From an optimization exercise on the open Yosys and OpenROAD flow, aimed at small area; shortcuts taken in it are not production practice.
Where RTL was checked, it was by simulation tests only, not by an equivalence proof against the original.
Power and IR drop assume default switching activity.

Setup of alpha:
// spi_daq
module spi_daq #(
  parameter integer CLK_HZ = 50000000
) (
  input  wire          clk,
  input  wire          rst,
  input  wire          cmd_valid,
  output wire          cmd_ready,
  input  wire [31:0]   cmd_word,
  input  wire [31:0]   cfg_clock_hz,
  input  wire [7:0]    cfg_mode,
  input  wire          cfg_no_cs,
  input  wire          cfg_sync_enable,
  input  wire [31:0]   cfg_settle_frames,
  input  wire [31:0]   cfg_timeout_ms,
  input  wire [63:0]   now_ns,
  output reg           rsp_valid,
  output reg  [2:0]    rsp_code,
  output wire [63:0]   rsp_seq,
  output wire [63:0]   rsp_ts,
  output wire [255:0]  rsp_ch,
  output wire [191:0]  rsp_raw,
  output wire          sclk,
  output wire          mosi,
  output wire          cs_n,
  input  wire          miso,
  input  wire          drdy_n,
  output wire          sync_n
);
==> flow/config.mk <==
export PLATFORM = sky130hd
export DESIGN_NAME = spi_daq
export DESIGN_NICKNAME = spi_daq
export VERILOG_FILES = /design/flow/design.v
export SDC_FILE = /design/flow/constraint.sdc
export NUM_CORES = 4
export LEC_CHECK = 0
export CAP_MARGIN = 20
export CORE_AREA = 4 4 228 228
export DIE_AREA = 0 0 232 232
export PLACE_DENSITY = 0.6
export SLEW_MARGIN = 20
==> flow/constraint.sdc <==
create_clock -name core_clock -period 20.0 [get_ports {clk}]
set_input_delay 4.0000 -clock core_clock [delete_from_list [all_inputs] [get_ports {clk}]]
set_output_delay 4.0000 -clock core_clock [all_outputs]
set_load 0.01 [all_outputs]
standard.sh (not shown) runs the stock make flow with config.mk's settings and CLKGATE_MAP_FILE= SYNTH_SCRIPT=/design/flow/synth_recipe.tcl, a recipe that flattens the netlist after the stock synthesis.
==> flow/flow/run.sh <==
#!/bin/bash
# Standard ORFS layout with buf_1 port buffers and a clock tree without dummy loads.
set -euo pipefail
export BUFFER_PORTS_ARGS="-buffer_cell sky130_fd_sc_hd__buf_1"
export CTS_ARGS="-sink_clustering_enable -repair_clock_nets -dont_use_dummy_load -buf_list sky130_fd_sc_hd__clkbuf_4 -sink_clustering_size 10 -sink_clustering_max_diameter 40"
bash standard.sh > standard.log 2>&1
Input-level comparison between beta and alpha:
--- a/flow/design.v
+++ b/flow/design.v
@@ -57,14 +57,15 @@
   wire s_idle = (st == ST_IDLE);
   wire s_pul  = (st == ST_PULSE);
   wire s_wait = (st == ST_WAIT);
   wire s_xfer = (st == ST_XFER);
   wire s_inc  = (st == ST_INC);
   wire s_capz = (st == ST_CAPZ);
   reg          is_open, started, host;
+  reg          xf;                       
   reg          cpol, cpha, nocs, synce;
   reg  [24:0]  hz;
   reg          hz_sat;
   reg  [25:0]  acc;
   reg          par;                     
   reg  [3:0]   jj;                      
   reg  [4:0]   qq;                      
@@ -102,15 +103,15 @@
       assign cy[ga+1]  = (acc[ga] & addend[ga]) | (cy[ga] & (acc[ga] ^ addend[ga]));
     end
   endgenerate
   wire        tick     = cy[26] | (s_xfer & hz_sat);    
   wire        cnt_end  = (acc[9:6] == 4'b1010);
   wire        e_done   = qq[4] & ~par;                  
   wire        edge_now = s_xfer & tick & ~e_done;
-  wire op_clr = ph[5] ? ~(s_wait | (host & s_xfer)) : (s_pul | s_capz);
+  wire op_clr = ph[5] ? ~(s_wait | (host & s_xfer)) : (s_pul | s_capz | ~is_open | xf);
   wire op_inc = ph[5] ? (s_wait & ma)               : (s_inc & ~host);
   wire c_eff  = seg0 ? op_inc : ts_c;
   wire t_bit  = op_clr ? 1'b0 : (ts[0] ^ c_eff);
   wire neq_n  = (seg0 ? 1'b0 : neq) | (t_bit ^ cf[0]);
   wire match  = ~neq_n;                                 
   wire got_now = got | drdy_fall;
   wire go_xfer = s_wait & ph63 & got;
@@ -119,18 +120,20 @@
   wire sq_cin  = (ph == 6'd0) | sq_c;
   wire sq_bit  = s_clr ? 1'b0 : (sq[0] ^ (s_inc & sq_cin));
   wire load_cfg;
   wire [31:0] tmo_eff = cfg_timeout_ms | ({32{cfg_timeout_ms == 32'd0}} & 32'd2000);
   always @(posedge clk) begin
     sq   <= {sq_bit, sq[63:1]};
     sq_c <= sq[0] & sq_cin;
-    ts <= {t_bit, ts[63:1]} | (now_ns & {64{cap}});
+    ts <= {t_bit, ts[63:1]} | (now_ns & {64{cap}}) | ({tmo_eff, cfg_settle_frames} & {64{load_cfg}});
     ts_c <= ts[0] & c_eff;
     neq  <= neq_n;
-    cf <= {cf[0] & is_open, cf[63:1]} | ({tmo_eff, cfg_settle_frames} & {64{load_cfg}});
+    cf <= {xf ? ts[0] : cf[0], cf[63:1]};
+    if (ph63)
+      xf <= load_cfg;
   end
   wire sample = edge_now & (par == cpha);
   wire jj_end = (jj == 4'd11);
   wire m0     = (ph[3:0] == qq[3:0]);             
   wire m1     = (ph_n[3:0] == qq[3:0]);           
   always @(posedge clk) begin
     if (s_xfer) begin
Results
beta reached the final stage; the timing, design-rule and antenna checks on its layout passed.
alpha has higher via count than beta.
Compared with alpha, in beta area share of xor/xnor cells in the synthesized design has remained practically unchanged; fmax now sits higher; synthesized area decreased 1.1%; worst setup slack after layout rose by 0.29 ns; number of instances in the synthesized netlist down 4.0%.
Between alpha and beta, the overall power is lower for alpha.
Function not checked in beta: the RTL went through the layout flow alone.

[re-timing with driven ports]
Ports are ideal in the flow. The routed layouts listed here were re-timed in OpenROAD.
Step 1 sets driving cells, clkbuf_16 on the clock port and buf_2 on the other inputs (assumed; they add their load-dependent delay and slew).
Step 2 times the ports against the registers' clock, not the clock port: input delays grow and output delays shrink by t, the midpoint of the rising clock arrivals with the driver on.
a / b / c = no drivers / after step 1 / after step 2; a / b = the first two.
run | shift t [ns] | setup slack, ns | worst setup path after step 2 | worst register clock-pin slew, ns
alpha | 0.832 | 7.794 / 7.794 / 7.794 | register to register | 0.11 / 0.11
beta | 0.784 | 8.088 / 8.088 / 8.088 | register to register | 0.11 / 0.11
After both steps setup and hold are still met in every run listed.
